What follows belongs to an exercise in optimizing a design on an open flow for small area; a production flow would make more cautious choices.
RTL that was checked went through simulation tests only; none was proved equivalent to the original.
The RTL of runs 3 and 4 was laid out without a check of its function.
No activity file was given, so power comes from the tool's default toggle rates.

**flow/design.v**
```verilog
module pxar_softtbm_decoder (
    input  wire        clk,
    input  wire        rst,             
    input  wire        cfg_invert,      
    input  wire        cfg_readback,    
    input  wire [7:0]  cfg_chain_len,   
    input  wire [7:0]  cfg_chain_off,   
    input  wire        in_valid,
    input  wire [15:0] in_word,
    output reg         pix_valid,
    output wire [7:0]  pix_roc,
    output wire [5:0]  pix_col,
    output wire [6:0]  pix_row,
    output wire [7:0]  pix_value,
    output reg         evt_valid,
    output reg         evt_keep,
    output wire [15:0] evt_header,
    output wire [15:0] evt_trailer,
    output wire [15:0] evt_errors,
    output reg         rb_valid,
    output wire [3:0]  rb_slot,
    output wire [15:0] rb_word,
    input  wire [4:0]  stat_sel,
    input  wire        stat_clear,
    output reg  [31:0] stat_data
);
    function [31:0] add32(input [31:0] a, input [31:0] b, input ci);
        integer i;
        reg c;
        begin
            c = ci;
            for (i = 0; i < 32; i = i + 1) begin
                add32[i] = a[i] ^ b[i] ^ c;
                c = (a[i] & b[i]) | (c & (a[i] ^ b[i]));
            end
        end
    endfunction
    function [31:0] inc32(input [31:0] a, input ci);
        integer i;
        reg c;
        begin
            c = ci;
            for (i = 0; i < 32; i = i + 1) begin
                inc32[i] = a[i] ^ c;
                c = a[i] & c;
            end
        end
    endfunction
    function [31:0] dec32(input [31:0] a, input ci);
        integer i;
        reg c;
        begin
            c = ci;
            for (i = 0; i < 32; i = i + 1) begin
                dec32[i] = a[i] ^ c;
                c = ~a[i] & c;
            end
        end
    endfunction
    wire in_is_hdr = (in_word[15:13] == 3'b101);
    wire in_is_trl = (in_word[15:13] == 3'b110) && (in_word[11:8] == 4'd0);
    reg        in_frame;
    reg        f_start_err;
    reg        f_ovf;
    reg [15:0] f_n;            
    reg [7:0]  f_h1;           
    reg [7:0]  f_h2;           
    reg        f_h2_ok;        
    reg [11:0] f_d1;           
    reg        f_d1_111;       
    reg [11:0] f_d2;           
    reg        f_d2_111;       
    reg        f_d2_110;       
    reg        c_pend;         
    wire app      = in_valid && in_frame && !in_is_hdr;
    wire room     = (f_n != 16'd40000);
    wire app_room = app && room;
    wire body     = app_room && (f_n[15:2] != 14'd0);    
    wire end_hdr  = in_valid && in_frame && in_is_hdr;
    wire commit   = end_hdr || c_pend;
    wire [15:0] f_n_inc = inc32({16'd0, f_n}, 1'b1);
    always @(posedge clk) begin
        if (rst) begin
            in_frame    <= 1'b0;
            f_start_err <= 1'b0;
            c_pend      <= 1'b0;
        end else begin
            c_pend <= app && in_is_trl;
            if (in_valid && !in_frame && !in_is_hdr)
                f_start_err <= 1'b1;
            else if (commit)
                f_start_err <= 1'b0;
            if (in_valid && in_is_hdr) begin
                in_frame <= 1'b1;
                f_n      <= 16'd1;
                f_ovf    <= 1'b0;
                f_h1     <= in_word[7:0];
            end else if (app) begin
                if (room) begin
                    f_n      <= f_n_inc;
                    f_d1     <= f_d2;
                    f_d1_111 <= f_d2_111;
                    f_d2     <= in_word[11:0];
                    f_d2_111 <= (in_word[15:13] == 3'b111);
                    f_d2_110 <= (in_word[15:13] == 3'b110);
                    if (f_n == 16'd1) begin
                        f_h2    <= in_word[7:0];
                        f_h2_ok <= (in_word[15:13] == 3'b100);
                    end
                end else begin
                    f_ovf <= 1'b1;
                end
                if (in_is_trl)
                    in_frame <= 1'b0;
            end
        end
    end
    reg        s_hit;          
    reg [11:0] s_hit_a;        
    reg [10:0] s_hit_b;        
    reg [7:0]  s_nroc;         
    reg        s_nroc_big;     
    reg [14:0] s_address, s_pulse, s_corrupt;
    reg        s_anypix;
    wire [2:0] k_c1 = s_hit_a[11:9];
    wire [2:0] k_c0 = s_hit_a[8:6];
    wire [2:0] k_r2 = s_hit_a[5:3] ^ {3{cfg_invert}};
    wire [2:0] k_r1 = s_hit_a[2:0] ^ {3{cfg_invert}};
    wire [2:0] k_r0 = f_d1[11:9]   ^ {3{cfg_invert}};
    wire k_q_zero = (k_r2 == 3'd0) && (k_r1 == 3'd0) && !k_r0[2] && !k_r0[1];
    wire k_q_big  = (k_r2[2] && (k_r2[1] || k_r2[0])) ||                   
                    ((k_r2 == 3'd4) &&
                     ((k_r1[2] || (k_r1[1] && k_r1[0])) ||                  
                      ((k_r1 == 3'd2) && k_r0[2] && k_r0[1])));             
    wire k_c_big  = (k_c1[2] && (k_c1[1] || k_c1[0])) ||                   
                    ((k_c1 == 3'd4) && (k_c0[2] || k_c0[1]));              
    wire k_pulse   = f_d1[4];
    wire k_corrupt = !k_pulse && k_q_zero;
    wire k_address = !k_pulse && !k_q_zero && (k_q_big || k_c_big);
    wire b_is_roc = (f_d1[11:2] == 10'b0111111110);
    wire nroc_nz  = s_nroc_big || (s_nroc != 8'd0);
    wire [14:0] s_address_inc = inc32({17'd0, s_address}, 1'b1);
    wire [14:0] s_pulse_inc   = inc32({17'd0, s_pulse}, 1'b1);
    wire [14:0] s_corrupt_inc = inc32({17'd0, s_corrupt}, 1'b1);
    wire [7:0]  s_nroc_inc    = inc32({24'd0, s_nroc}, 1'b1);
    always @(posedge clk) begin
        if (rst) begin
            pix_valid  <= 1'b0;
            s_hit      <= 1'b0;
            s_nroc     <= 8'd0;
            s_nroc_big <= 1'b0;
            s_address  <= 15'd0;
            s_pulse    <= 15'd0;
            s_corrupt  <= 15'd0;
            s_anypix   <= 1'b0;
        end else begin
            pix_valid <= 1'b0;
            if (evt_valid) begin
                s_hit      <= 1'b0;
                s_nroc     <= 8'd0;
                s_nroc_big <= 1'b0;
                s_address  <= 15'd0;
                s_pulse    <= 15'd0;
                s_corrupt  <= 15'd0;
                s_anypix   <= 1'b0;
            end else if (body) begin
                if (s_hit) begin
                    s_hit   <= 1'b0;
                    s_hit_b <= {f_d1[11:5], f_d1[3:0]};
                    if (k_pulse)
                        s_pulse <= s_pulse_inc;
                    else if (k_corrupt)
                        s_corrupt <= s_corrupt_inc;
                    else if (k_address)
                        s_address <= s_address_inc;
                    else begin
                        s_anypix  <= 1'b1;
                        pix_valid <= 1'b1;
                    end
                end else if (b_is_roc) begin
                    s_nroc <= s_nroc_inc;
                    if (s_nroc == 8'd255)
                        s_nroc_big <= 1'b1;
                end else if (nroc_nz) begin
                    s_hit   <= 1'b1;
                    s_hit_a <= f_d1;
                end
            end
        end
    end
    wire [2:0] p_c1 = s_hit_a[11:9];
    wire [2:0] p_c0 = s_hit_a[8:6];
    wire [2:0] p_r2 = s_hit_a[5:3] ^ {3{cfg_invert}};
    wire [2:0] p_r1 = s_hit_a[2:0] ^ {3{cfg_invert}};
    wire [2:0] p_r0 = s_hit_b[10:8] ^ {3{cfg_invert}};
    wire [6:0] p_q1 = add32({25'd0, p_r2, 4'd0}, {27'd0, p_r2, 1'b0}, 1'b0);
    wire [6:0] p_q2 = add32({28'd0, p_r1, 1'b0}, {29'd0, p_r1}, 1'b0);
    wire [6:0] p_q3 = add32({25'd0, p_q1}, {25'd0, p_q2}, 1'b0);
    wire [6:0] p_q  = add32({25'd0, p_q3}, {30'd0, p_r0[2:1]}, 1'b0);
    wire [6:0] p_row = add32({25'd0, 7'd80}, {25'd0, ~p_q}, 1'b1);
    wire [4:0] p_c   = add32({27'd0, p_c1, 2'd0}, {28'd0, p_c1, 1'b0}, 1'b0);
    wire [4:0] p_cc  = add32({27'd0, p_c}, {29'd0, p_c0}, 1'b0);
    wire [7:0] nroc_m1 = dec32({24'd0, s_nroc}, 1'b1);
    assign pix_roc   = add32({24'd0, cfg_chain_off}, {24'd0, nroc_m1}, 1'b0);
    assign pix_col   = {p_cc, p_r0[0]};
    assign pix_row   = p_row;
    assign pix_value = s_hit_b[7:0];
    reg        rb_dirty [0:15];
    reg [4:0]  rb_cnt   [0:15];    
    reg [15:0] rb_shift [0:15];
    reg        rb_msb;             
    reg [31:0] stat_rb;
    wire       rb_step  = body && !s_hit && b_is_roc && cfg_readback &&
                          !s_nroc_big && (s_nroc[7:4] == 4'd0);
    wire [3:0] rb_k     = s_nroc[3:0];
    wire       rbs_mark = f_d1[1];
    wire [4:0] rbs_cnt  = rb_cnt[rb_k];
    wire       rbs_is16 = (rbs_cnt == 5'd16);
    wire       rbs_emit = rbs_mark && rbs_is16;
    wire       rbs_err  = rbs_mark && !rbs_is16 && !rb_dirty[rb_k];
    wire [4:0] rbs_cnt0 = rbs_mark ? 5'd0 : rbs_cnt;
    wire [4:0] rbs_next = (rbs_cnt0 == 5'd17) ? 5'd17 : inc32({27'd0, rbs_cnt0}, 1'b1);
    wire       c_fail;             
    wire       clr = rst || stat_clear;
    integer j;
    always @(posedge clk) begin
        for (j = 0; j < 16; j = j + 1) begin
            if (clr) begin
                rb_dirty[j] <= 1'b1;
                rb_cnt[j]   <= 5'd0;
            end else if (commit && c_fail) begin
                rb_dirty[j] <= 1'b1;
            end else if (rb_step && rb_k == j) begin
                if (rbs_mark)
                    rb_dirty[j] <= 1'b0;
                rb_cnt[j] <= rbs_next;
            end
            if (rb_step && rb_k == j)
                rb_shift[j] <= {rb_shift[j][14:0], f_d1[0]};
        end
        if (rb_step)
            rb_msb <= rb_shift[rb_k][15];
        if (rst)
            rb_valid <= 1'b0;
        else
            rb_valid <= rb_step && rbs_emit;
        stat_rb <= {32{!clr}} & inc32(stat_rb, rb_step && rbs_err);
    end
    assign rb_slot = nroc_m1[3:0];
    wire [15:0] rb_cur = rb_shift[rb_slot];
    assign rb_word = {rb_msb, rb_cur[15:1]};
    reg [31:0] st_words, st_empty, st_valid, st_start, st_stop, st_ovf, st_pkam;
    reg [31:0] st_tbmhdr, st_tbmtrl, st_rocmiss, st_notoken, st_incomplete;
    reg [31:0] st_address, st_pulse, st_corrupt;
    wire c_short   = (f_n[15:2] == 14'd0);
    wire c_hdr_bad = !f_h2_ok;
    wire c_trl_bad = !f_d1_111 || !f_d2_110;
    wire c_ntp     = f_d1[7];
    wire c_pkam    = f_d2[6];
    wire c_fail_pkam  = c_pkam && c_ntp;
    wire c_fail_token = !c_pkam && c_ntp && nroc_nz;
    wire c_fail_miss  = !c_ntp && (s_nroc_big || (s_nroc != cfg_chain_len));
    assign c_fail     = !c_short && (c_fail_pkam || c_fail_token || c_fail_miss);
    wire c_keep       = !c_short && !(c_fail_pkam || c_fail_token || c_fail_miss);
    wire c_long       = commit && !c_short;
    reg [7:0] evt_h1;
    always @(posedge clk) begin
        if (rst) begin
            evt_valid <= 1'b0;
        end else begin
            evt_valid <= commit;
        end
        if (commit) begin
            evt_keep <= c_keep;
            evt_h1   <= f_h1;
        end
    end
    wire [14:0] e_sum = s_address ^ s_pulse ^ s_corrupt;
    wire [14:0] e_cry = (s_address & s_pulse) | (s_corrupt & (s_address ^ s_pulse));
    wire [15:0] e_tot = add32({17'd0, e_sum}, {16'd0, e_cry, 1'b0}, s_hit);
    assign evt_header  = evt_keep ? {evt_h1, f_h2} : 16'd0;
    assign evt_trailer = evt_keep ? {f_d1[7:0], f_d2[7:0]} : 16'd0;
    assign evt_errors  = evt_keep ? e_tot : 16'd0;
    wire [31:0] nclr = {32{!clr}};
    always @(posedge clk) begin
        st_words      <= nclr & add32(st_words, {16'd0, f_n & {16{commit}}}, 1'b0);
        st_start      <= nclr & inc32(st_start, commit && f_start_err);
        st_stop       <= nclr & inc32(st_stop, end_hdr);
        st_ovf        <= nclr & inc32(st_ovf, commit && f_ovf);
        st_tbmhdr     <= nclr & inc32(st_tbmhdr, commit && (c_short || c_hdr_bad));
        st_tbmtrl     <= nclr & inc32(st_tbmtrl, commit && (c_short || c_trl_bad));
        st_incomplete <= nclr & inc32(st_incomplete, c_long && s_hit);
        st_address    <= nclr & add32(st_address, {17'd0, s_address & {15{c_long}}}, 1'b0);
        st_pulse      <= nclr & add32(st_pulse, {17'd0, s_pulse & {15{c_long}}}, 1'b0);
        st_corrupt    <= nclr & add32(st_corrupt, {17'd0, s_corrupt & {15{c_long}}}, 1'b0);
        st_pkam       <= nclr & inc32(st_pkam, c_long && c_fail_pkam);
        st_notoken    <= nclr & inc32(st_notoken, c_long && c_fail_token);
        st_rocmiss    <= nclr & inc32(st_rocmiss, c_long && c_fail_miss);
        st_valid      <= nclr & inc32(st_valid, c_long && c_keep && s_anypix);
        st_empty      <= nclr & inc32(st_empty, c_long && c_keep && !s_anypix);
    end
    always @(*) begin
        case (stat_sel)
            5'd0:  stat_data = st_words;
            5'd1:  stat_data = st_empty;
            5'd2:  stat_data = st_valid;
            5'd3:  stat_data = st_start;
            5'd4:  stat_data = st_stop;
            5'd5:  stat_data = st_ovf;
            5'd7:  stat_data = st_pkam;
            5'd12: stat_data = st_tbmhdr;
            5'd13: stat_data = st_tbmtrl;
            5'd15: stat_data = st_rocmiss;
            5'd16: stat_data = st_notoken;
            5'd17: stat_data = stat_rb;
            5'd18: stat_data = st_incomplete;
            5'd19: stat_data = st_address;
            5'd20: stat_data = st_pulse;
            5'd21: stat_data = st_corrupt;
            default: stat_data = 32'd0;
        endcase
    end
endmodule
```
**flow/flow/run.sh**
```bash
#!/bin/bash
# The standard layout (standard.sh, unchanged synthesis), with two changes
# to how cells are chosen:
#  - port buffers are the smallest buffer instead of a delay buffer;
#  - clock tree: small clock buffers and no dummy loads.
# The full make output goes to flow.log in this folder.
set -euo pipefail
export BUFFER_PORTS_ARGS="-buffer_cell sky130_fd_sc_hd__buf_1"
export CTS_ARGS="-sink_clustering_enable -repair_clock_nets -dont_use_dummy_load -buf_list {sky130_fd_sc_hd__clkbuf_4 sky130_fd_sc_hd__clkbuf_8}"
bash standard.sh finish > flow.log 2>&1
```
**flow/standard.sh**
```bash
#!/bin/bash
# synth_recipe.tcl (not shown) runs the flow's synth.tcl, then flattens the netlist and writes it again
# the make line also repeats each setting of config.mk as NAME=value (left out here)
make -C /OpenROAD-flow-scripts/flow DESIGN_CONFIG=/design/flow/config.mk WORK_HOME=/design/flow/orfs CLKGATE_MAP_FILE= SYNTH_SCRIPT=/design/flow/synth_recipe.tcl "${@:-finish}"
```
**flow/config.mk**
```make
export PLATFORM = sky130hd
export DESIGN_NAME = pxar_softtbm_decoder
export DESIGN_NICKNAME = pxar_softtbm_decoder
export VERILOG_FILES = /design/flow/design.v
export SDC_FILE = /design/flow/constraint.sdc
export NUM_CORES = 4
export LEC_CHECK = 0
export CAP_MARGIN = 20
export CORE_MARGIN = 2
export CORE_UTILIZATION = 40
export SLEW_MARGIN = 20
```
**flow/constraint.sdc**
```tcl
create_clock -name core_clock -period 10.0 [get_ports {clk}]
set_input_delay 2.0000 -clock core_clock [delete_from_list [all_inputs] [get_ports {clk}]]
set_output_delay 2.0000 -clock core_clock [all_outputs]
set_load 0.01 [all_outputs]
```
==> impl_metrics.ini, run 1 <==
[floorplanning]
dieArea_um2 = 118000
coreArea_um2 = 115000
die_h_um = 344
start_util_pct = 40.4
io_pins = 176
die_w_um = 344
std_cell_rows = 124

[finish]
layout_common_cells = dfxtp_1 (664), ha_1 (507), and2_1 (505)
reg_top3 = rb_shift x256, rb_cnt x80
final_layout_size_suffix_gt1_share_pct = 9.57
largest_register_ffs = 256
final_common_cell = dfxtp_1
area_delta_synth_final_pct = 11.3
multiInputGateArea_um2 = 21200
nFillCells = 10669
fin_cells = 5717
register_area_um2 = 23900
nets = 4882
largest-register = rb_shift
design_area_um2 = 51400

[global_routing]
grt_first_pass_wirelength_mm = 187
antenna_found_initial = 4
first_global_vias = 30963
grt-ovfl-total = 0
grt_max_degree = 278
grt_usage_pct = 20.7

[yosys]
yosysUniqueCellTypes = 72
ys_ff_latch = 1020
synth_edf_count = 350
ys.flop_type = dfxtp_1
synthTopCellsByArea = dfxtp_1 (29%), edfxtp_1 (23%), ha_1 (15%)
yosys.area.top_type_share_pct = 29.0
async_reset_ff_share_pct = 0
netlist_area_um2 = 46200
synth_fp_nets = 4676
synth_cells = 3998
synth_top_area_cell = dfxtp_1
yosys_warnings = 4
synth_seq_area_share_pct = 51.8
avgSynthCellArea_um2 = 11.6

[placed_design]
dp_cells = 5540
hpwl_mm = 85.4
gp_congestion = 0.850
port_buffers = 174
place_area_um2 = 48900

[drt]
drt-wirelength-per-cell_um = 21.5
wl_met3_mm = 6.72
first_pass_iters = 8
drc_errors = 0
dr_wl_met2_mm = 61.3
ant_nets = 0
wl_met1_mm = 51.8
routed_wirelength_mm = 123
drtIter0Drc = 2691
dr_total_vias = 30726
viasPerCell = 5.37
highest_layer = met4

[timing]
rsz0062_at_grt = yes
finalCritPeriodShare_pct = 97.7
slew_headroom_pct = 20.4
fmax_mhz = 102
setup_viol = 0
fin_skew_ns = 0.115
maxSlewViolCount = 0
hold_violations = 0
tightest_slew_ns = 1.19
min_period_ns = 9.77

[clock_network]
cts_buffers = 173
cts-htree-levels = 4
cts_max_path_buffers = 3
clk_pin_slew_ns = 0.06
postCtsSetupBuffers = 0
cts_root_buf = clkbuf_8
cts_tree = done
clk_latency_ns = 0.85
clkSinkCount = 1020

[power]
leakage_nw = 21.1
power_frac_comb_pct = 2.3
power_density_nw_per_um2 = 145
ir_drop_uv = 126
p_int_mw = 5.83
clockPowerShare_pct = 40.5
seq_power_share_pct = 57.1
power.switching_mw = 1.65
swShare_pct = 22.0

[critical_path]
slowest_stage = fa_2
cp-start-kind = primary input
end_kind = register
crit_type = in2reg
worstReg2RegStart = s_nroc[1]
slowest_delay_ns = 0.38
arrival_ns = 10.45
ff2ff_path_depth = 43
required_ns = 10.68
rrSetupSlack_ns = 0.76
crit_top_cell = fa_2
r2r_end = stat_rb[31]
cp_max_fo = 23

[outcome]
status = timing/DRC/antenna clean

[min_path]
hold-path-endpoint = rb_shift[4][1]
hold_depth = 0
worstHoldStart = rb_shift[4][0]
hold_path_class = reg2reg

[flow_run]
cap_violations = 0
worst max-delay path: cells and delay by family:
family,cells,cell delay (ns)
AND/OR/NAND/NOR,3,0.64
adder cells (fa/ha/maj),30,7.16
AO/OA/AOI/OAI,1,0.11
buffers and inverters,4,0.51
routing by layer:
metal	vias up	track usage (%)
met2	957	36.0
met3	225	3.09
met4	0	6.85
met1	15003	26.3
li1	14541	-
met5	-	0
synth_stat cells, types with 22 or more instances:
library cell,count
inv_1,173
nor2_1,214
nor3_1,30
mux2i_1,75
and3_1,57
a222oi_1,50
o21ai_0,126
a21oi_1,61
nand4_1,48
nand2_1,203
a22oi_1,165
ha_1,536
a221oi_1,59
xnor2_1,35
and2_1,505
dfxtp_1,670
a22o_1,28
edfxtp_1,350
fa_1,99
clkbuf_1,185
nand3_1,115
nor2b_1,22
area by class of cell:
| type | count | area share (%) |
|---|---|---|
| flip-flops and latches | 1020 | 46.5 |
| multi-input cells | 2575 | 41.3 |
| clock buffers | 173 | 4.63 |
| well taps | 1512 | 3.68 |
| repair buffers | 259 | 2.56 |
| inverters | 175 | 1.28 |
| diodes | 3 | 0.0146 |
power groups by stage:
stage / clock network (mW) / registers, mW / logic [mW]
2_1_floorplan: 0 / 4.36 / 0.107
3_3_place_gp: 0 / 4.36 / 0.176
3_5_place_dp: 0 / 4.36 / 0.177
4_1_cts: 3.11 / 4.27 / 0.178
5_1_grt: 3.29 / 4.27 / 0.193
6_report: 3.03 / 4.27 / 0.174
stage by stage:
step           hold slack [ns]  total power [mW]  setup TNS [ns]  setup WS (ns)  util, %
6_report                 0.385              7.48               0          0.234     44.9
4_1_cts                  0.380              7.56               0         0.0171     44.8
3_3_place_gp             0.400              4.53          -10.03         -0.733     42.7
2_1_floorplan            0.400              4.46        -0.00652       -0.00652        -
3_5_place_dp             0.405              4.53          -11.85         -0.782     42.7
5_1_grt                  0.397              7.75         -0.0323        -0.0177     44.9
kinds of logic (layout without fill, tap and decap cells):
family | after synthesis | count (layout) | synth area share, %
and+or+nand+nor | 1247 | 1247 | 14.4
DFF | 1020 | 1020 | 51.8
adders and majority gates | 635 | 635 | 18.8
AOI/OAI and AO/OA | 567 | 567 | 8.91
buffers and inverters | 403 | 607 | 3.48
muxes | 77 | 77 | 1.72
xor gates and xnor gates | 49 | 49 | 0.929
other | 0 | 3 | 0
worst max-delay path by stage:
| stage | endpoint | slack (ns) | start |
|---|---|---|---|
| finish | st_words[30] | 0.23 | in_word[14] |
| global route | st_pulse[31] | -0.02 | in_word[14] |
| CTS | evt_errors[14] | 0.02 | s_corrupt[0] |
| detailed placement | st_pulse[31] | -0.78 | in_word[14] |
| global placement | st_pulse[31] | -0.73 | in_word[14] |
| floorplan | st_corrupt[30] | -0.007 | in_word[14] |
repair_timing:
item                                    CTS  global route
endpoints found under the setup margin    0            11
gates resized for setup                   0            39
hold buffers                              0             0
==> run 2: changes to the inputs <==
==> flow/run.sh (new file) <==
#!/bin/bash
# synth_recipe.tcl (not shown) runs the flow's synth.tcl, then flattens the netlist and writes it again
# the make line also repeats each setting of config.mk as NAME=value (left out here)
make -C /OpenROAD-flow-scripts/flow DESIGN_CONFIG=/design/flow/config.mk WORK_HOME=/design/flow/orfs CLKGATE_MAP_FILE= SYNTH_SCRIPT=/design/flow/synth_recipe.tcl finish
removed: flow/flow/run.sh
removed: flow/standard.sh
==> impl_metrics.ini, run 2 <==
[outcome]
status = timing/DRC/antenna clean

[floorplanning]
die_h_um = 344
coreArea_um2 = 115000
dieArea_um2 = 118000
start_util_pct = 40.4
io_pins = 176
std_cell_rows = 124
die_w_um = 344

[critical_path]
slowest_stage = fa_2
end_kind = register
r2r_end = stat_rb[31]
cp-start-kind = primary input
slowest_delay_ns = 0.38
ff2ff_path_depth = 43
crit_type = in2reg
cp_max_fo = 3
worstReg2RegStart = s_nroc[0]
required_ns = 10.61
rrSetupSlack_ns = 0.62
arrival_ns = 10.46

[finish]
reg_top3 = rb_shift x256, rb_cnt x80
largest_register_ffs = 256
fin_cells = 5750
layout_common_cells = dfxtp_1 (666), and2_1 (505), ha_1 (473)
final_common_cell = dfxtp_1
nets = 4825
final_layout_size_suffix_gt1_share_pct = 10.6
largest-register = rb_shift
area_delta_synth_final_pct = 17.6
design_area_um2 = 54400

[timing]
maxSlewViolCount = 0
fin_skew_ns = 0.0532
rsz0062_at_grt = yes
finalSetupTns_ns = 0
finalCritPeriodShare_pct = 98.5
setup_slack_ns = 0.148
fmax_mhz = 102
slew_headroom_pct = 26.2
tightest_slew_ns = 1.10
hold_violations = 0
min_period_ns = 9.85
whs_ns = 0.403
setup_viol = 0

[drt]
viasPerCell = 5.34
routed_wirelength_mm = 125
ant_nets = 0
dr_total_vias = 30701
drc_errors = 0
drtIter0Drc = 2459
first_pass_iters = 8
drt-wirelength-per-cell_um = 21.7

[placed_design]
gp_congestion = 0.853
hpwl_mm = 87.5
dp_cells = 5544
port_buffers = 174
dpl_worst_slack_ns = -1.14
place_area_um2 = 50000

[yosys]
synthSimpleGateAreaFrac_pct = 14.4
synth_top_area_cell = dfxtp_1
netlist_area_um2 = 46200
ys.flop_type = dfxtp_1
synth_common_cells = dfxtp_1 (670), ha_1 (536), and2_1 (505), edfxtp_1 (350), nor2_1 (214)
synth_seq_area_share_pct = 51.8
synth_compound_area_share_pct = 8.91
synth_fp_nets = 4676
yosysMostFrequentCell = dfxtp_1
async_reset_ff_share_pct = 0
synth_mux_area_share_pct = 1.72
synth_cells = 3998
ys_ff_latch = 1020
synthAdderAreaFrac_pct = 18.8
synthTopCellsByArea = dfxtp_1 (29%), edfxtp_1 (23%), ha_1 (15%)
yosys_warnings = 4
synthXorXnorAreaFrac_pct = 0.929
avgSynthCellArea_um2 = 11.6
synth_top_family_by_area = adder cells
yosysUniqueCellTypes = 72
synth_edf_count = 350
yosys.area.top_type_share_pct = 29.0

[min_path]
hold_path_class = reg2reg
hold-path-endpoint = rb_shift[3][14]
hold_depth = 0
worstHoldStart = rb_shift[3][13]

[global_routing]
first_global_vias = 30819
grt-ovfl-total = 0
grt_first_pass_wirelength_mm = 189
grt_usage_pct = 20.9
grt_max_degree = 262
antenna_found_initial = 0

[clock_network]
clk_pin_slew_ns = 0.06
clkSinkCount = 1020
cts-htree-levels = 3
cts_buffers = 110
cts_max_path_buffers = 3
cts_tree = done
clk_latency_ns = 0.73
hold_buffers = 0
cts_root_buf = clkbuf_16

[power]
ir_drop_uv = 132
leakage_nw = 22.0
power_density_nw_per_um2 = 160

[flow_run]
cap_violations = 0
## run 2: timing repair
item	in CTS	in global routing
setup buffers	2	1
pin swaps	18	7
gates resized for setup	97	37
endpoints found under the setup margin	16	12
## run 2: worst max-delay path, delay by kind of cell
family,cells,cell delay (ns)
buffers and inverters,6,0.49
and+or+nand+nor,3,0.69
AOI/OAI and AO/OA,1,0.12
adders and majority gates,31,7.14
## run 2: cell families after synthesis
logic type | after synthesis
flops | 1020
xor+xnor | 49
buf+inv | 403
simple gates | 1247
fa+ha+maj | 635
compound gates | 567
mux | 77
## run 2: metrics by stage
| step | utilization [%] | total power [mW] |
|---|---|---|
| 2_1_floorplan | - | 4.46 |
| 3_3_place_gp | 43.7 | 4.57 |
| 3_5_place_dp | 43.7 | 4.57 |
| 4_1_cts | 47.3 | 8.75 |
| 5_1_grt | 47.5 | 8.94 |
| 6_report | 47.5 | 8.67 |
## run 2: how the worst max path moves through the flow
stage | start | slack (ns) | endpoint
after detailed placement | in_word[13] | -1.14 | st_pulse[31]
final | in_word[14] | 0.15 | st_pulse[30]
after global routing | in_word[14] | -0.04 | st_pulse[31]
after floorplan | in_word[14] | -0.007 | st_corrupt[30]
after global placement | in_word[13] | -1.06 | st_pulse[31]
after CTS | in_word[14] | 0.002 | st_corrupt[31]
## run 2: area by class of cell
class	count	area, um^2
fillers	10315	60100
flip-flops and latches	1020	23900
multi-input cells	2575	21700
clock buffers	150	3090
repair buffers	265	2460
well taps	1512	1890
clock inverters	52	671
inverters	175	658
diodes	1	2.50
## run 2: power breakdown
group	internal (mW)	total, mW	switching [mW]
Combinational	0.0787	0.208	0.129
Sequential	4.26	4.27	0.00267
Clock	2.44	4.20	1.76
Total	6.78	8.67	1.89
## run 2: layer usage
| layer | track usage, % | part of all wire [%] | vias to the layer above | wire length [um] |
|---|---|---|---|---|
| li1 | - | - | 14556 | - |
| met1 | 26.6 | 42 | 15186 | 52900 |
| met2 | 37.0 | 51 | 784 | 63300 |
| met3 | 2.93 | 4.6 | 175 | 5760 |
| met4 | 5.75 | 2.4 | 0 | 2950 |
| met5 | 0 | 0 | - | 0 |
==> run 3: changes to the inputs <==
--- a/flow/design.v
+++ b/flow/design.v
@@ -74,9 +74,11 @@
     reg        c_pend;         
+    reg        c_hend;         
     wire app      = in_valid && in_frame && !in_is_hdr;
-    wire room     = (f_n != 16'd40000);
-    wire app_room = app && room;
-    wire body     = app_room && (f_n[15:2] != 14'd0);    
+    wire n_is1    = c_hend || (f_n == 16'd1);
+    wire room     = c_hend || (f_n != 16'd40000);
+    wire n_ge4    = !c_hend && (f_n[15:2] != 14'd0);
+    wire body     = app && room && n_ge4;                
     wire end_hdr  = in_valid && in_frame && in_is_hdr;
-    wire commit   = end_hdr || c_pend;
-    wire [15:0] f_n_inc = inc32({16'd0, f_n}, 1'b1);
+    wire commit   = c_hend || c_pend;
+    wire [15:0] f_n_inc = c_hend ? 16'd2 : inc32({16'd0, f_n}, 1'b1);
     always @(posedge clk) begin
@@ -86,4 +88,6 @@
             c_pend      <= 1'b0;
+            c_hend      <= 1'b0;
         end else begin
             c_pend <= app && in_is_trl;
+            c_hend <= end_hdr;
             if (in_valid && !in_frame && !in_is_hdr)
@@ -92,16 +96,26 @@
                 f_start_err <= 1'b0;
+            if (c_hend) begin
+                f_n   <= 16'd1;
+                f_ovf <= 1'b0;
+            end
             if (in_valid && in_is_hdr) begin
                 in_frame <= 1'b1;
-                f_n      <= 16'd1;
-                f_ovf    <= 1'b0;
                 f_h1     <= in_word[7:0];
+                if (!in_frame) begin
+                    f_n   <= 16'd1;
+                    f_ovf <= 1'b0;
+                end else if (!c_hend) begin
+                    f_n   <= f_n;
+                    f_ovf <= f_ovf;
+                end
             end else if (app) begin
                 if (room) begin
-                    f_n      <= f_n_inc;
-                    f_d1     <= f_d2;
-                    f_d1_111 <= f_d2_111;
-                    f_d2     <= in_word[11:0];
-                    f_d2_111 <= (in_word[15:13] == 3'b111);
-                    f_d2_110 <= (in_word[15:13] == 3'b110);
-                    if (f_n == 16'd1) begin
+                    f_n <= f_n_inc;
+                    if (!n_is1) begin
+                        f_d1     <= f_d2;
+                        f_d1_111 <= f_d2_111;
+                        f_d2     <= in_word[11:0];
+                        f_d2_111 <= (in_word[15:13] == 3'b111);
+                        f_d2_110 <= (in_word[15:13] == 3'b110);
+                    end else begin
                         f_h2    <= in_word[7:0];
@@ -251,5 +265,2 @@
     assign rb_word = {rb_msb, rb_cur[15:1]};
-    reg [31:0] st_words, st_empty, st_valid, st_start, st_stop, st_ovf, st_pkam;
-    reg [31:0] st_tbmhdr, st_tbmtrl, st_rocmiss, st_notoken, st_incomplete;
-    reg [31:0] st_address, st_pulse, st_corrupt;
     wire c_short   = (f_n[15:2] == 14'd0);
@@ -265,3 +276,3 @@
     wire c_long       = commit && !c_short;
-    reg [7:0] evt_h1;
+    reg [7:0] evt_h1, evt_h2;
     always @(posedge clk) begin
@@ -274,4 +285,6 @@
             evt_keep <= c_keep;
-            evt_h1   <= f_h1;
+            evt_h2   <= f_h2;
         end
+        if ((end_hdr && n_ge4) || c_pend)
+            evt_h1 <= f_h1;
     end
@@ -280,44 +293,126 @@
     wire [15:0] e_tot = add32({17'd0, e_sum}, {16'd0, e_cry, 1'b0}, s_hit);
-    assign evt_header  = evt_keep ? {evt_h1, f_h2} : 16'd0;
+    assign evt_header  = evt_keep ? {evt_h1, evt_h2} : 16'd0;
     assign evt_trailer = evt_keep ? {f_d1[7:0], f_d2[7:0]} : 16'd0;
     assign evt_errors  = evt_keep ? e_tot : 16'd0;
-    wire [31:0] nclr = {32{!clr}};
+    localparam NA = 11;
+    localparam NB = 4;
+    wire [NA-1:0] a_inc;
+    assign a_inc[0]  = c_long && c_keep && !s_anypix;    
+    assign a_inc[1]  = c_long && c_keep && s_anypix;     
+    assign a_inc[2]  = commit && f_start_err;            
+    assign a_inc[3]  = c_hend;                           
+    assign a_inc[4]  = commit && f_ovf;                  
+    assign a_inc[5]  = c_long && c_fail_pkam;            
+    assign a_inc[6]  = commit && (c_short || c_hdr_bad);  
+    assign a_inc[7]  = commit && (c_short || c_trl_bad);  
+    assign a_inc[8]  = c_long && c_fail_miss;            
+    assign a_inc[9]  = c_long && c_fail_token;           
+    assign a_inc[10] = c_long && s_hit;                  
+    wire [15:0] b_add [0:NB-1];
+    assign b_add[0] = f_n & {16{commit}};                 
+    assign b_add[1] = {1'b0, s_address & {15{c_long}}};   
+    assign b_add[2] = {1'b0, s_pulse & {15{c_long}}};     
+    assign b_add[3] = {1'b0, s_corrupt & {15{c_long}}};   
+    reg [3:0]  a_lo   [0:NA-1];
+    reg        a_pend [0:NA-1];
+    reg [27:0] a_ring [0:NA-1];
+    reg [3:0]  a_ph;                   
+    reg [15:0] b_lo   [0:NB-1];
+    reg        b_pend [0:NB-1];
+    reg [15:0] b_ring [0:NB-1];
+    reg [1:0]  b_ph;                   
+    reg [3:0]  z_cnt;                  
+    wire       zeroing = (z_cnt != 4'd0);
+    wire [27:0] a_tail = zeroing ? 28'd0 : inc32({4'd0, a_ring[0]}, a_pend[a_ph]);
+    wire [15:0] b_tail = zeroing ? 16'd0 : inc32({16'd0, b_ring[0]}, b_pend[b_ph]);
+    genvar g;
+    generate
+        for (g = 0; g < NA; g = g + 1) begin : ga
+            wire [4:0] nx = inc32({28'd0, a_lo[g]}, a_inc[g]);
+            always @(posedge clk) begin
+                if (clr) begin
+                    a_lo[g]   <= 4'd0;
+                    a_pend[g] <= 1'b0;
+                end else begin
+                    a_lo[g]   <= nx[3:0];
+                    a_pend[g] <= nx[4] || (a_pend[g] && (a_ph != g));
+                end
+            end
+        end
+        for (g = 0; g < NB; g = g + 1) begin : gb
+            wire [16:0] nx = add32({16'd0, b_lo[g]}, {16'd0, b_add[g]}, 1'b0);
+            always @(posedge clk) begin
+                if (clr) begin
+                    b_lo[g]   <= 16'd0;
+                    b_pend[g] <= 1'b0;
+                end else begin
+                    b_lo[g]   <= nx[15:0];
+                    b_pend[g] <= nx[16] || (b_pend[g] && (b_ph != g));
+                end
+            end
+        end
+        for (g = 0; g < NA - 1; g = g + 1) begin : gra
+            always @(posedge clk) a_ring[g] <= a_ring[g+1];
+        end
+        for (g = 0; g < NB - 1; g = g + 1) begin : grb
+            always @(posedge clk) b_ring[g] <= b_ring[g+1];
+        end
+    endgenerate
     always @(posedge clk) begin
-        st_words      <= nclr & add32(st_words, {16'd0, f_n & {16{commit}}}, 1'b0);
-        st_start      <= nclr & inc32(st_start, commit && f_start_err);
-        st_stop       <= nclr & inc32(st_stop, end_hdr);
-        st_ovf        <= nclr & inc32(st_ovf, commit && f_ovf);
-        st_tbmhdr     <= nclr & inc32(st_tbmhdr, commit && (c_short || c_hdr_bad));
-        st_tbmtrl     <= nclr & inc32(st_tbmtrl, commit && (c_short || c_trl_bad));
-        st_incomplete <= nclr & inc32(st_incomplete, c_long && s_hit);
-        st_address    <= nclr & add32(st_address, {17'd0, s_address & {15{c_long}}}, 1'b0);
-        st_pulse      <= nclr & add32(st_pulse, {17'd0, s_pulse & {15{c_long}}}, 1'b0);
-        st_corrupt    <= nclr & add32(st_corrupt, {17'd0, s_corrupt & {15{c_long}}}, 1'b0);
-        st_pkam       <= nclr & inc32(st_pkam, c_long && c_fail_pkam);
-        st_notoken    <= nclr & inc32(st_notoken, c_long && c_fail_token);
-        st_rocmiss    <= nclr & inc32(st_rocmiss, c_long && c_fail_miss);
-        st_valid      <= nclr & inc32(st_valid, c_long && c_keep && s_anypix);
-        st_empty      <= nclr & inc32(st_empty, c_long && c_keep && !s_anypix);
+        a_ring[NA-1] <= a_tail;
+        b_ring[NB-1] <= b_tail;
+        if (clr)
+            z_cnt <= 4'd11;
+        else if (zeroing)
+            z_cnt <= dec32({28'd0, z_cnt}, 1'b1);
+        if (rst) begin
+            a_ph <= 4'd0;
+            b_ph <= 2'd0;
+        end else begin
+            a_ph <= (a_ph == 4'd10) ? 4'd0 : inc32({28'd0, a_ph}, 1'b1);
+            b_ph <= inc32({30'd0, b_ph}, 1'b1);
+        end
     end
+    reg       r_isa, r_isb;
+    reg [3:0] r_a;
+    reg [1:0] r_b;
     always @(*) begin
+        r_isa = 1'b1;
+        r_isb = 1'b0;
+        r_a   = 4'd0;
+        r_b   = 2'd0;
         case (stat_sel)
-            5'd0:  stat_data = st_words;
-            5'd1:  stat_data = st_empty;
-            5'd2:  stat_data = st_valid;
-            5'd3:  stat_data = st_start;
-            5'd4:  stat_data = st_stop;
-            5'd5:  stat_data = st_ovf;
-            5'd7:  stat_data = st_pkam;
-            5'd12: stat_data = st_tbmhdr;
-            5'd13: stat_data = st_tbmtrl;
-            5'd15: stat_data = st_rocmiss;
-            5'd16: stat_data = st_notoken;
-            5'd17: stat_data = stat_rb;
-            5'd18: stat_data = st_incomplete;
-            5'd19: stat_data = st_address;
-            5'd20: stat_data = st_pulse;
-            5'd21: stat_data = st_corrupt;
-            default: stat_data = 32'd0;
+            5'd1:  r_a = 4'd0;
+            5'd2:  r_a = 4'd1;
+            5'd3:  r_a = 4'd2;
+            5'd4:  r_a = 4'd3;
+            5'd5:  r_a = 4'd4;
+            5'd7:  r_a = 4'd5;
+            5'd12: r_a = 4'd6;
+            5'd13: r_a = 4'd7;
+            5'd15: r_a = 4'd8;
+            5'd16: r_a = 4'd9;
+            5'd18: r_a = 4'd10;
+            5'd0:  begin r_isa = 1'b0; r_isb = 1'b1; r_b = 2'd0; end
+            5'd19: begin r_isa = 1'b0; r_isb = 1'b1; r_b = 2'd1; end
+            5'd20: begin r_isa = 1'b0; r_isb = 1'b1; r_b = 2'd2; end
+            5'd21: begin r_isa = 1'b0; r_isb = 1'b1; r_b = 2'd3; end
+            default: r_isa = 1'b0;
         endcase
     end
+    wire [4:0]  r_ad   = {1'b0, r_a} + 5'd11 - {1'b0, a_ph};     
+    wire [3:0]  r_apos = (r_ad >= 5'd11) ? r_ad - 5'd11 : r_ad;
+    wire [1:0]  r_bpos = r_b - b_ph;
+    wire [27:0] r_ahi  = a_ring[r_apos];
+    wire [15:0] r_bhi  = b_ring[r_bpos];
+    always @(*) begin
+        if (r_isa)
+            stat_data = {zeroing ? 28'd0 : r_ahi, a_lo[r_a]};
+        else if (r_isb)
+            stat_data = {zeroing ? 16'd0 : r_bhi, b_lo[r_b]};
+        else if (stat_sel == 5'd17)
+            stat_data = stat_rb;
+        else
+            stat_data = 32'd0;
+    end
 endmodule
==> flow/flow/run.sh (new file) <==
#!/bin/bash
# The standard layout (standard.sh, unchanged synthesis), with two changes
# to how cells are chosen:
#  - port buffers are the smallest buffer instead of a delay buffer;
#  - clock tree: small clock buffers, larger sink clusters, no dummy loads.
# The full make output goes to flow.log in this folder.
set -euo pipefail
export BUFFER_PORTS_ARGS="-buffer_cell sky130_fd_sc_hd__buf_1"
export CTS_ARGS="-sink_clustering_enable -repair_clock_nets -dont_use_dummy_load -sink_clustering_size 18 -sink_clustering_max_diameter 60 -buf_list {sky130_fd_sc_hd__clkbuf_4 sky130_fd_sc_hd__clkbuf_8}"
bash standard.sh finish > flow.log 2>&1
==> flow/standard.sh (new file) <==
#!/bin/bash
# synth_recipe.tcl (not shown) runs the flow's synth.tcl, then flattens the netlist and writes it again
# the make line also repeats each setting of config.mk as NAME=value (left out here)
make -C /OpenROAD-flow-scripts/flow DESIGN_CONFIG=/design/flow/config.mk WORK_HOME=/design/flow/orfs CLKGATE_MAP_FILE= SYNTH_SCRIPT=/design/flow/synth_recipe.tcl "${@:-finish}"
removed: flow/run.sh
==> impl_metrics.ini, run 3 <==
[critical_path]
cp_max_fo = 4
crit_type = reg2out
end_kind = primary output
rrSetupSlack_ns = 0.81
cp-start-kind = register
required_ns = 8.00
arrival_ns = 7.69

[yosys]
synth_cells = 3714
yosys.area.top_type_share_pct = 31.8
yosysUniqueCellTypes = 104
avgSynthCellArea_um2 = 11.8
synth_seq_area_share_pct = 56.3
synth_compound_area_share_pct = 15.1
ys_ff_latch = 1054
synth_mux_area_share_pct = 1.43
synth_fp_nets = 4102
synthSimpleGateAreaFrac_pct = 11.0
synthAdderAreaFrac_pct = 11.6
synth_top_area_cell = dfxtp_1
netlist_area_um2 = 43800
synth_top_family_by_area = compound AO/OA/AOI/OAI gates
yosys_warnings = 10
synth_edf_count = 358
synthXorXnorAreaFrac_pct = 0.913
yosysMostFrequentCell = dfxtp_1
synth_common_cells = dfxtp_1 (696), edfxtp_1 (358), and2_1 (269), nor2_1 (246), ha_1 (245)
synthTopCellsByArea = dfxtp_1 (32%), edfxtp_1 (25%), ha_1 (7.0%)
async_reset_ff_share_pct = 0
ys.flop_type = dfxtp_1

[drt]
drc_errors = 0
ant_nets = 0
dr_total_vias = 28898
first_pass_iters = 9
routed_wirelength_mm = 114
viasPerCell = 5.48
drt-wirelength-per-cell_um = 21.6
drtIter0Drc = 2367

[power]
power.switching_mw = 1.81
swShare_pct = 24.9
power_density_nw_per_um2 = 153
leakage_nw = 18.2
power_frac_comb_pct = 9.4
ir_drop_uv = 118
power_mw = 7.28
p_int_mw = 5.46
seq_power_share_pct = 60.7
clockPowerShare_pct = 29.9

[finish]
layout_common_cells = dfxtp_1 (692), edfxtp_1 (358), and2_1 (269)
largest_register_ffs = 308
fin_cells = 5276
nets = 4251
register_area_um2 = 24700
final_common_cell = dfxtp_1
largest-register = a_ring
area_delta_synth_final_pct = 8.50
multiInputGateArea_um2 = 17700
nFillCells = 10211
final_layout_size_suffix_gt1_share_pct = 7.80
reg_top3 = a_ring x308, rb_shift x256, rb_cnt x80

[timing]
finalCritPeriodShare_pct = 96.9
tightest_slew_ns = 1.04
min_period_ns = 9.69
fin_skew_ns = 0.120
rsz0062_at_grt = no
maxSlewViolCount = 0
finalSetupTns_ns = 0
fmax_mhz = 103
setup_viol = 0
slew_headroom_pct = 30.4
hold_violations = 0

[placed_design]
hpwl_mm = 79.3
gp_congestion = 0.843
port_buffers = 174
dp_cells = 5183

[clock_network]
clk_pin_slew_ns = 0.08
clk_latency_ns = 0.80
cts_tree = done
cts_buffers = 92
cts_max_path_buffers = 3
cts-htree-levels = 3
postCtsSetupBuffers = 0
cts_root_buf = clkbuf_8
clkSinkCount = 1054

[min_path]
hold_path_class = reg2reg

[global_routing]
antenna_found_initial = 2
first_global_vias = 28941
grt_usage_pct = 20.2
grt_first_pass_wirelength_mm = 175
grt_max_degree = 108
grt-ovfl-total = 0

[floorplanning]
coreArea_um2 = 109000
dieArea_um2 = 112000
io_pins = 176
die_w_um = 335
start_util_pct = 40.3
die_h_um = 335
std_cell_rows = 121

[outcome]
status = timing/DRC/antenna clean

[flow_run]
cap_violations = 0
[run 3: changes by cell type in the layout (fill, tap and decap cells not counted), sizes merged, moves of 65 or more]
cell,previous run,this run
clkdlybuf4s50,167,0
and2,505,274
a22o,28,95
nand3,115,50
a21oi,61,163
buf,96,279
a22oi,165,82
ha,536,245
[run 3: kinds of logic (layout without fill, tap and decap cells)]
logic type      count (synthesis)  count (layout)
flops                        1054            1054
simple gates                  943             943
compound gates                862             862
buf+inv                       405             552
fa+ha+maj                     345             345
mux                            61              61
xor+xnor                       44              44
other cells                     0               1
[run 3: final cells by class]
cell class	count	area share (%)
Clock buffer	92	2.66
Timing Repair Buffer	281	3.12
Tap cell	1414	3.72
Antenna cell	1	0.00526
Inverter	179	1.41
Multi-Input combinational cell	2255	37.2
Sequential cell	1054	51.9
[run 3: routing by layer]
metal / vias up / share of wire, % / global-route usage (%)
li1: 13697 / - / -
met3: 164 / 4.5 / 2.80
met5: - / 0 / 0
met4: 0 / 2.5 / 5.51
met1: 14312 / 45 / 27.1
met2: 725 / 48 / 34.1
[run 3: final timing paths]
| path | startpoint | end | cells past startpoint |
|---|---|---|---|
| max | s_address[1] | evt_errors[14] | 20 |
| min | b_ring[3][15] | b_ring[2][15] | 0 |
| max reg2reg | s_nroc[1] | stat_rb[30] | 41 |
| min reg2reg | b_ring[3][15] | b_ring[2][15] | 0 |
[run 3: worst max-delay path, cell delays in order, from the launching register on]
cell and delay [ns]:
dfxtp_4 0.38, inv_1 0.06, fa_1 0.54, inv_1 0.06, fa_1 0.43, fa_1 0.39
fa_1 0.39, fa_2 0.36, fa_1 0.39, fa_1 0.40, fa_1 0.40, fa_1 0.39
fa_1 0.39, fa_1 0.40, fa_1 0.39, fa_1 0.39, fa_1 0.37, inv_1 0.08
fa_2 0.47, nor2b_1 0.13, clkbuf_2 0.14
[run 3: through the flow]
step	utilization [%]	cell area [um^2]	worst slack, ns	hold WS, ns
2_1_floorplan	-	43800	1.23	0.323
3_3_place_gp	42.5	46200	0.414	0.330
3_5_place_dp	42.5	46200	0.291	0.330
4_1_cts	43.7	47500	0.0213	0.285
5_1_grt	43.7	47600	0.0117	0.298
6_report	43.7	47600	0.305	0.295
[run 3: repair_timing]
item / CTS / global route
endpoints found under the setup margin: 1 / 7
pin swaps: 0 / 1
gates resized for setup: 1 / 10
gates cloned: 0 / 0
hold buffers: 0 / 0
[run 3: power by group through the flow]
stage	Clock, mW	Sequential [mW]	Combinational [mW]
2_1_floorplan	0	4.51	0.438
6_report	2.17	4.42	0.687
3_5_place_dp	0	4.52	0.688
3_3_place_gp	0	4.52	0.687
4_1_cts	2.25	4.42	0.691
5_1_grt	2.41	4.42	0.748
==> run 4: changes to the inputs <==
--- a/flow/flow/run.sh
+++ b/flow/flow/run.sh
@@ -8,3 +8,3 @@
 export BUFFER_PORTS_ARGS="-buffer_cell sky130_fd_sc_hd__buf_1"
-export CTS_ARGS="-sink_clustering_enable -repair_clock_nets -dont_use_dummy_load -sink_clustering_size 18 -sink_clustering_max_diameter 60 -buf_list {sky130_fd_sc_hd__clkbuf_4 sky130_fd_sc_hd__clkbuf_8}"
+export CTS_ARGS="-sink_clustering_enable -repair_clock_nets -dont_use_dummy_load -sink_clustering_size 14 -sink_clustering_max_diameter 50 -buf_list {sky130_fd_sc_hd__clkbuf_4 sky130_fd_sc_hd__clkbuf_8}"
 bash standard.sh finish > flow.log 2>&1
==> impl_metrics.ini, run 4 <==
[outcome]
status = timing/DRC/antenna clean

[drt]
drt-wirelength-per-cell_um = 21.5
routed_wirelength_mm = 114
viasPerCell = 5.48
first_pass_iters = 8
dr_total_vias = 29019
ant_nets = 0
drc_errors = 0
drtIter0Drc = 2239

[power]
ir_drop_uv = 110
leakage_nw = 18.4
power_density_nw_per_um2 = 157

[critical_path]
arrival_ns = 7.69
cp_max_fo = 4
end_kind = primary output
cp-start-kind = register
required_ns = 8.00
crit_type = reg2out

[clock_network]
clkSinkCount = 1054
clk_latency_ns = 0.82
hold_buffers = 0
cts_tree = done
postCtsSetupBuffers = 0
cts-htree-levels = 3
clk_pin_slew_ns = 0.07
cts_buffers = 114
cts_root_buf = clkbuf_8
cts_max_path_buffers = 3

[yosys]
netlist_area_um2 = 43800
yosys_warnings = 10
ys_ff_latch = 1054
synth_seq_area_share_pct = 56.3
synthTopCellsByArea = dfxtp_1 (32%), edfxtp_1 (25%), ha_1 (7.0%)
yosysUniqueCellTypes = 104
yosys.area.top_type_share_pct = 31.8
synth_fp_nets = 4102
async_reset_ff_share_pct = 0
avgSynthCellArea_um2 = 11.8
synth_edf_count = 358
yosysMostFrequentCell = dfxtp_1
synth_common_cells = dfxtp_1 (696), edfxtp_1 (358), and2_1 (269), nor2_1 (246), ha_1 (245)
synth_cells = 3714
synth_top_area_cell = dfxtp_1
ys.flop_type = dfxtp_1

[timing]
tightest_slew_ns = 1.08
whs_ns = 0.291
min_period_ns = 9.69
maxSlewViolCount = 0
rsz0062_at_grt = no
setup_viol = 0
fin_skew_ns = 0.111
setup_slack_ns = 0.309
fmax_mhz = 103
hold_violations = 0
slew_headroom_pct = 28.0
finalSetupTns_ns = 0
finalCritPeriodShare_pct = 96.9

[finish]
largest-register = a_ring
final_common_cell = dfxtp_1
nets = 4273
nFillCells = 10181
layout_common_cells = dfxtp_1 (692), edfxtp_1 (358), and2_1 (269)
area_delta_synth_final_pct = 9.19
register_area_um2 = 24700
multiInputGateArea_um2 = 17700
design_area_um2 = 47900
reg_top3 = a_ring x308, rb_shift x256, rb_cnt x80
largest_register_ffs = 308
final_layout_size_suffix_gt1_share_pct = 8.34

[global_routing]
grt_first_pass_wirelength_mm = 176
first_global_vias = 29172
antenna_found_initial = 2
grt_usage_pct = 20.2
grt-ovfl-total = 0
grt_max_degree = 108

[placed_design]
dpl_worst_slack_ns = 0.291
port_buffers = 174
place_area_um2 = 46200
hpwl_mm = 79.3
gp_congestion = 0.843

[flow_run]
cap_violations = 0

[floorplanning]
coreArea_um2 = 109000
io_pins = 176
dieArea_um2 = 112000
die_h_um = 335
start_util_pct = 40.3
die_w_um = 335
std_cell_rows = 121

[min_path]
hold_path_class = reg2reg
[run 4: cell counts after synthesis]
No cell type changed its count.
[run 4: timing repair]
| item | in CTS | in global routing |
|---|---|---|
| setup endpoints to repair | 2 | 7 |
| gates resized for setup | 2 | 10 |
| pin swaps | 0 | 1 |
[run 4: worst max-delay path, stage by stage (launching register included)]
cell and delay, ns:
dfxtp_4 0.38, inv_1 0.06, fa_1 0.54, inv_1 0.06, fa_1 0.43, fa_1 0.39
fa_1 0.39, fa_2 0.36, fa_1 0.39, fa_1 0.41, fa_1 0.40, fa_1 0.39
fa_1 0.39, fa_1 0.40, fa_1 0.40, fa_2 0.35, fa_1 0.36, inv_1 0.08
fa_2 0.48, nor2b_1 0.13, clkbuf_2 0.14
[run 4: path summary, 6_finish.rpt]
kind / from / endpoint / slack, ns / cells past startpoint
setup / recovery: s_address[1] / evt_errors[14] / 0.31 / 20
hold / removal: b_ring[3][15] / b_ring[2][15] / 0.29 / 0
setup reg to reg: s_nroc[1] / stat_rb[31] / 0.82 / 42
hold reg to reg: b_ring[3][15] / b_ring[2][15] / 0.29 / 0
[run 4: logic make-up after synthesis]
| group | count (synthesis) | share of synthesized area [%] |
|---|---|---|
| fa+ha+maj | 345 | 11.6 |
| buf+inv | 405 | 3.72 |
| simple gates | 943 | 11.0 |
| mux | 61 | 1.43 |
| xor+xnor | 44 | 0.913 |
| compound gates | 862 | 15.1 |
| flops | 1054 | 56.3 |
[run 4: area by class of cell]
| cell class | instances | area share (%) |
|---|---|---|
| flip-flops and latches | 1054 | 51.6 |
| clock buffers | 114 | 3.28 |
| inverters | 179 | 1.40 |
| multi-input cells | 2255 | 36.9 |
| diodes | 1 | 0.00523 |
| well taps | 1414 | 3.70 |
| repair buffers | 281 | 3.10 |
[run 4: through the flow]
| stage | instances | power, mW | utilization (%) |
|---|---|---|---|
| after floorplan | 3714 | 4.95 | - |
| after global placement | 5183 | 5.20 | 42.5 |
| after detailed placement | 5183 | 5.20 | 42.5 |
| after CTS | 5297 | 7.59 | 44.0 |
| after global routing | 5298 | 7.80 | 44.0 |
| final | 5298 | 7.51 | 44.0 |
[run 4: layer usage]
layer | vias to the layer above | part of all wire [%] | track usage [%]
li1 | 13740 | - | -
met1 | 14293 | 44 | 26.9
met2 | 799 | 48 | 34.1
met3 | 187 | 5.2 | 3.00
met4 | 0 | 2.8 | 6.05
met5 | - | 0 | 0
[run 4: where the power goes]
group | switching, mW | internal, mW | leakage (nW) | total [mW]
registers | 0.00986 | 4.41 | 8.84 | 4.42
logic | 0.451 | 0.236 | 8.73 | 0.687
clock network | 1.40 | 1.00 | 0.820 | 2.41
total | 1.86 | 5.65 | 18.4 | 7.51
==> run 5: changes to the inputs <==
--- a/flow/design.v
+++ b/flow/design.v
@@ -137,2 +137,3 @@
     reg [14:0] s_address, s_pulse, s_corrupt;
+    reg [14:0] s_err;          
     reg        s_anypix;
@@ -158,2 +159,4 @@
     wire [14:0] s_corrupt_inc = inc32({17'd0, s_corrupt}, 1'b1);
+    wire [14:0] s_err_inc     = inc32({17'd0, s_err}, 1'b1);
+    wire        sc_long       = (f_n[15:2] != 14'd0);
     wire [7:0]  s_nroc_inc    = inc32({24'd0, s_nroc}, 1'b1);
@@ -168,2 +171,3 @@
             s_corrupt  <= 15'd0;
+            s_err      <= 15'd0;
             s_anypix   <= 1'b0;
@@ -178,3 +182,7 @@
                 s_corrupt  <= 15'd0;
+                s_err      <= 15'd0;
                 s_anypix   <= 1'b0;
+            end else if (commit) begin
+                if (s_hit && sc_long)
+                    s_err <= s_err_inc;
             end else if (body) begin
@@ -183,2 +191,4 @@
                     s_hit_b <= {f_d1[11:5], f_d1[3:0]};
+                    if (k_pulse || k_corrupt || k_address)
+                        s_err <= s_err_inc;
                     if (k_pulse)
@@ -265,3 +275,3 @@
     assign rb_word = {rb_msb, rb_cur[15:1]};
-    wire c_short   = (f_n[15:2] == 14'd0);
+    wire c_short   = !sc_long;
     wire c_hdr_bad = !f_h2_ok;
@@ -290,8 +300,5 @@
     end
-    wire [14:0] e_sum = s_address ^ s_pulse ^ s_corrupt;
-    wire [14:0] e_cry = (s_address & s_pulse) | (s_corrupt & (s_address ^ s_pulse));
-    wire [15:0] e_tot = add32({17'd0, e_sum}, {16'd0, e_cry, 1'b0}, s_hit);
     assign evt_header  = evt_keep ? {evt_h1, evt_h2} : 16'd0;
     assign evt_trailer = evt_keep ? {f_d1[7:0], f_d2[7:0]} : 16'd0;
-    assign evt_errors  = evt_keep ? e_tot : 16'd0;
+    assign evt_errors  = evt_keep ? {1'b0, s_err} : 16'd0;
     localparam NA = 11;
--- a/flow/flow/run.sh
+++ b/flow/flow/run.sh
@@ -8,3 +8,3 @@
 export BUFFER_PORTS_ARGS="-buffer_cell sky130_fd_sc_hd__buf_1"
-export CTS_ARGS="-sink_clustering_enable -repair_clock_nets -dont_use_dummy_load -sink_clustering_size 14 -sink_clustering_max_diameter 50 -buf_list {sky130_fd_sc_hd__clkbuf_4 sky130_fd_sc_hd__clkbuf_8}"
+export CTS_ARGS="-sink_clustering_enable -repair_clock_nets -dont_use_dummy_load -sink_clustering_size 16 -sink_clustering_max_diameter 55 -buf_list {sky130_fd_sc_hd__clkbuf_4 sky130_fd_sc_hd__clkbuf_8}"
 bash standard.sh finish > flow.log 2>&1
==> impl_metrics.ini, run 5 <==
[yosys]
avgSynthCellArea_um2 = 12.1
yosys.area.top_type_share_pct = 33.3
synth_cells = 3540
synth_top_area_cell = dfxtp_1
netlist_area_um2 = 42700
synth_seq_area_share_pct = 58.5
ys.flop_type = dfxtp_1
async_reset_ff_share_pct = 0
yosysUniqueCellTypes = 84
ys_ff_latch = 1069
synth_edf_count = 358
synth_fp_nets = 3910
yosysMostFrequentCell = dfxtp_1
synth_common_cells = dfxtp_1 (711), edfxtp_1 (358), ha_1 (256), nand2_1 (228), and2_1 (219)
yosys_warnings = 10
synthTopCellsByArea = dfxtp_1 (33%), edfxtp_1 (25%), ha_1 (7.5%)

[timing]
min_period_ns = 9.41
finalCritPeriodShare_pct = 94.1
hold_violations = 0
fin_skew_ns = 0.113
finalSetupTns_ns = 0
fmax_mhz = 106
rsz0062_at_grt = no
setup_viol = 0
slew_headroom_pct = 25.8
tightest_slew_ns = 1.11
maxSlewViolCount = 0

[critical_path]
cp-start-kind = primary input
r2r_end = stat_rb[31]
crit_type = in2out
arrival_ns = 7.41
ff2ff_path_depth = 42
cp_max_fo = 11
end_kind = primary output
critPathLaunch = stat_sel[1]
worstReg2RegStart = s_nroc[0]
slowest_delay_ns = 0.73
slowest_stage = a22oi_2
crit_chain = buf_1 -> inv_1 -> ha_1 -> nand2_1 -> nand3b_1 -> a22oi_1 -> buf_4 -> inv_1 -> buf_4 -> ha_1 -> ha_1 -> inv_1 -> fa_1 -> a21bo_4 -> o21ai_1 -> o211ai_2 -> a22oi_2 -> buf_4 -> a22oi_1 -> nand4_1 -> a221oi_1 -> a32oi_1 -> buf_1
required_ns = 8.00
rrSetupSlack_ns = 0.82

[finish]
largest-register = a_ring
final_layout_size_suffix_gt1_share_pct = 7.27
register_area_um2 = 25000
final_common_cell = dfxtp_1
final_core_util_pct = 43.8
multiInputGateArea_um2 = 16500
largest_register_ffs = 308
nFillCells = 9829
layout_common_cells = dfxtp_1 (711), edfxtp_1 (358), ha_1 (256)
nets = 4057
reg_top3 = a_ring x308, rb_shift x256, rb_cnt x80
area_delta_synth_final_pct = 8.24

[min_path]
hold-path-endpoint = a_ring[9][2]
hold_depth = 0
hold_path_class = reg2reg
worstHoldStart = a_ring[10][2]

[power]
power_density_nw_per_um2 = 158
leakage_nw = 18.0
ir_drop_uv = 119

[outcome]
status = timing/DRC/antenna clean

[drt]
drtIter0Drc = 2600
viasPerCell = 5.49
first_pass_iters = 6
drt-wirelength-per-cell_um = 21.2
ant_nets = 0
dr_total_vias = 27894
routed_wirelength_mm = 108
drc_errors = 0

[clock_network]
cts_tree = done
clk_pin_slew_ns = 0.10
hold_buffers = 0
clk_latency_ns = 0.77
cts-htree-levels = 3
cts_root_buf = clkbuf_8
postCtsSetupBuffers = 0
cts_resized = 0
clkSinkCount = 1069
cts_buffers = 95
cts_max_path_buffers = 3

[global_routing]
grt_usage_pct = 19.5
grt-ovfl-total = 0
antenna_found_initial = 13
grt_first_pass_wirelength_mm = 165
grt_max_degree = 106
first_global_vias = 27811

[placed_design]
gp_congestion = 0.825
hpwl_mm = 74.4
port_buffers = 173

[flow_run]
cap_violations = 0

[floorplanning]
start_util_pct = 40.5
die_w_um = 331
die_h_um = 331
coreArea_um2 = 106000
io_pins = 176
std_cell_rows = 119
dieArea_um2 = 109000
==> run 5: changes by cell type in the layout (fill, tap and decap cells not counted), moves of 43 or more <==
cell | before | now
inv_1 | 175 | 86
a22oi_1 | 82 | 167
and3_1 | 46 | 128
nand3_1 | 50 | 117
a22o_1 | 95 | 33
a21oi_1 | 159 | 105
and2_1 | 269 | 219
o211ai_1 | 56 | 10
o21ai_0 | 97 | 140
==> run 5: stage by stage <==
step                hold slack [ns]  area [um^2]  worst slack (ns)  std cells  power, mW
floorplan                     0.324        42700              1.34       3540       4.96
global placement              0.327        44900             0.692       4981       5.18
detailed placement            0.332        44900             0.634       4981       5.19
CTS                           0.278        46300             0.723       5076       7.36
global route                  0.282        46300             0.282       5077       7.58
finish                        0.263        46300             0.594       5079       7.30
==> run 5: metal layers <==
layer | global-route usage, % | vias up | share of wire, %
met4 | 5.48 | 14 | 2.4
met5 | 0 | - | 0.095
li1 | - | 13135 | -
met2 | 30.1 | 849 | 44
met3 | 3.91 | 168 | 6.8
met1 | 27.8 | 13728 | 46
==> run 5: final cells by class <==
cell class | count | share of cell area, %
multi-input combinational | 2163 | 35.7
clock buffer | 95 | 2.83
inverter | 88 | 0.714
sequential | 1069 | 54.0
timing repair buffer | 270 | 2.98
tap | 1391 | 3.76
antenna | 3 | 0.0162
==> run 5: report_power, final <==
group	leakage [nW]	total, mW	switching (mW)	internal [mW]
logic	8.33	0.611	0.426	0.185
registers	8.96	4.48	0.0106	4.47
clock network	0.683	2.21	1.36	0.845
==> run 5: cells by family after synthesis <==
kind of cell	count (synthesis)	share of synthesized area [%]
AOI/OAI and AO/OA	698	11.8
xor gates and xnor gates	45	0.922
adders and majority gates	327	10.8
buffers and inverters	308	3.10
DFF	1069	58.5
muxes	76	2.78
other	1	0.00877
and+or+nand+nor	1016	12.1
==> run 5: worst max-delay path: cells and delay by family <==
family	cells	cell delay, ns
AO/OA/AOI/OAI	8	2.32
adder cells (fa/ha/maj)	4	1.38
buffers and inverters	8	1.41
AND/OR/NAND/NOR	3	0.29
==> run 5: worst max path at each step <==
| stage | to | slack (ns) | cells past startpoint |
|---|---|---|---|
| floorplan | stat_rb[31] | 1.34 | 40 |
| global placement | stat_rb[31] | 0.69 | 41 |
| detailed placement | stat_rb[31] | 0.63 | 41 |
| CTS | stat_data[7] | 0.72 | 23 |
| global route | stat_rb[31] | 0.28 | 42 |
| finish | stat_data[7] | 0.59 | 23 |
==> run 6: changes to the inputs <==
--- a/flow/config.mk
+++ b/flow/config.mk
@@ -9,3 +9,4 @@
 export CORE_MARGIN = 2
-export CORE_UTILIZATION = 40
+export CORE_UTILIZATION = 55
+export PLACE_DENSITY = 0.7
 export SLEW_MARGIN = 20
==> impl_metrics.ini, run 6 <==
[yosys]
synth_edf_count = 358
ys.flop_type = dfxtp_1
yosysUniqueCellTypes = 84
yosys_warnings = 10
yosysMostFrequentCell = dfxtp_1
netlist_area_um2 = 42700
synth_cells = 3540
avgSynthCellArea_um2 = 12.1

[flow_run]
cap_violations = 0

[clock_network]
cts_root_buf = clkbuf_8
cts-htree-levels = 3
clk_latency_ns = 0.74
hold_buffers = 0
clk_pin_slew_ns = 0.10
cts_resized = 0
cts_buffers = 91
clkSinkCount = 1069
cts_tree = done

[global_routing]
grt_max_degree = 84
grt_first_pass_wirelength_mm = 157
antenna_found_initial = 7
grt-ovfl-total = 0

[power]
seq_power_share_pct = 62.2
ir_drop_uv = 120
power.switching_mw = 1.74
clockPowerShare_pct = 29.6
swShare_pct = 24.1
power_density_nw_per_um2 = 158
p_int_mw = 5.46
power_mw = 7.20

[critical_path]
cp_max_fo = 14
crit_type = in2out
worstReg2RegStart = s_nroc[0]
end_kind = primary output
r2r_end = stat_rb[31]
ff2ff_path_depth = 41
arrival_ns = 7.39

[floorplanning]
die_w_um = 283
start_util_pct = 55.4
coreArea_um2 = 77200
die_h_um = 283

[finish]
final_layout_size_suffix_gt1_share_pct = 6.82
layout_common_cells = dfxtp_1 (711), edfxtp_1 (358), ha_1 (256)
area_delta_synth_final_pct = 6.87
nets = 4039
final_common_cell = dfxtp_1
reg_top3 = a_ring x308, rb_shift x256, rb_cnt x80
largest-register = a_ring
nFillCells = 6325

[timing]
fmax_mhz = 107
slew_headroom_pct = 21.8
setup_viol = 0
tightest_slew_ns = 1.17
finalCritPeriodShare_pct = 93.9
setup_slack_ns = 0.614
hold_violations = 0
maxSlewViolCount = 0
fin_skew_ns = 0.0743
finalSetupTns_ns = 0

[drt]
viasPerCell = 5.91
routed_wirelength_mm = 101
drc_errors = 0
drt-wirelength-per-cell_um = 21.4

[placed_design]
hpwl_mm = 69.5
gp_congestion = 0.862
port_buffers = 173
dpl_worst_slack_ns = 0.539

[min_path]
hold-path-endpoint = a_ring[6][22]
worstHoldStart = a_ring[7][22]
hold_depth = 0

[outcome]
status = timing/DRC/antenna clean
## run 6: cell counts after synthesis
Identical to the previous run, type by type.
## run 6: logic make-up after synthesis
group	count (synthesis)	share of synthesized area, %
other cells	1	0.00877
mux	76	2.78
fa+ha+maj	327	10.8
xor+xnor	45	0.922
simple gates	1016	12.1
compound gates	698	11.8
buf+inv	308	3.10
flops	1069	58.5
## run 6: worst max-delay path, cell delays in order
cell	delay (ns)
buf_1	0.33
nor3b_1	0.51
a32o_1	0.45
inv_1	0.35
ha_1	0.38
inv_1	0.04
ha_1	0.35
or2_1	0.31
and3_1	0.31
o311ai_2	0.53
nand2_1	0.44
a32oi_1	0.28
nor2_1	0.05
a2111oi_0	0.56
o22ai_1	0.28
buf_1	0.19
## run 6: cell type report
class | instances | area (um^2) | share of cell area [%]
Antenna cell | 5 | 12.5 | 0.0274
Timing Repair Buffer | 256 | 1280 | 2.81
Inverter | 88 | 330 | 0.723
Tap cell | 1040 | 1300 | 2.85
Multi-Input combinational cell | 2163 | 16500 | 36.1
Sequential cell | 1069 | 25000 | 54.7
Clock buffer | 91 | 1250 | 2.74
## run 6: worst max path at each step
stage / start / endpoint / slack [ns] / cells past startpoint
floorplan: in_word[14] / stat_rb[31] / 1.34 / 40
global placement: in_word[14] / stat_rb[31] / 0.63 / 41
detailed placement: in_word[14] / stat_rb[31] / 0.54 / 41
CTS: stat_sel[4] / stat_data[30] / 0.66 / 16
global route: stat_sel[4] / stat_data[30] / 0.10 / 16
finish: stat_sel[4] / stat_data[30] / 0.61 / 16
## run 6: power by group through the flow
| stage | clock [mW] | combinational [mW] | sequential (mW) |
|---|---|---|---|
| 2_1_floorplan | 0 | 0.388 | 4.57 |
| 6_report | 2.13 | 0.590 | 4.48 |
| 5_1_grt | 2.34 | 0.640 | 4.48 |
| 3_3_place_gp | 0 | 0.580 | 4.58 |
| 4_1_cts | 2.18 | 0.586 | 4.48 |
| 3_5_place_dp | 0 | 0.584 | 4.58 |
## run 6: layer usage
layer	up-vias	wire (um)	GRT usage [%]
li1	13110	-	-
met5	-	29	0
met1	13521	44400	34.9
met3	191	7400	5.42
met2	1001	46300	40.7
met4	4	2850	7.76
## run 6: per-stage QoR
step,hold WS [ns],instances,cell area [um^2],util (%)
global placement,0.327,4615,44400,57.5
detailed placement,0.335,4615,44400,57.5
floorplan,0.324,3540,42700,-
finish,0.327,4712,45700,59.2
CTS,0.328,4706,45700,59.1
global route,0.323,4709,45700,59.1

Re-timed with assumed drivers on the ports (clkbuf_16 on the clock, buf_2 on other inputs), run 6 has 0.514 ns of setup slack against 0.614 ns with ideal ports, and 0.514 ns once port delays also move by the mid clock arrival of 0.762 ns.
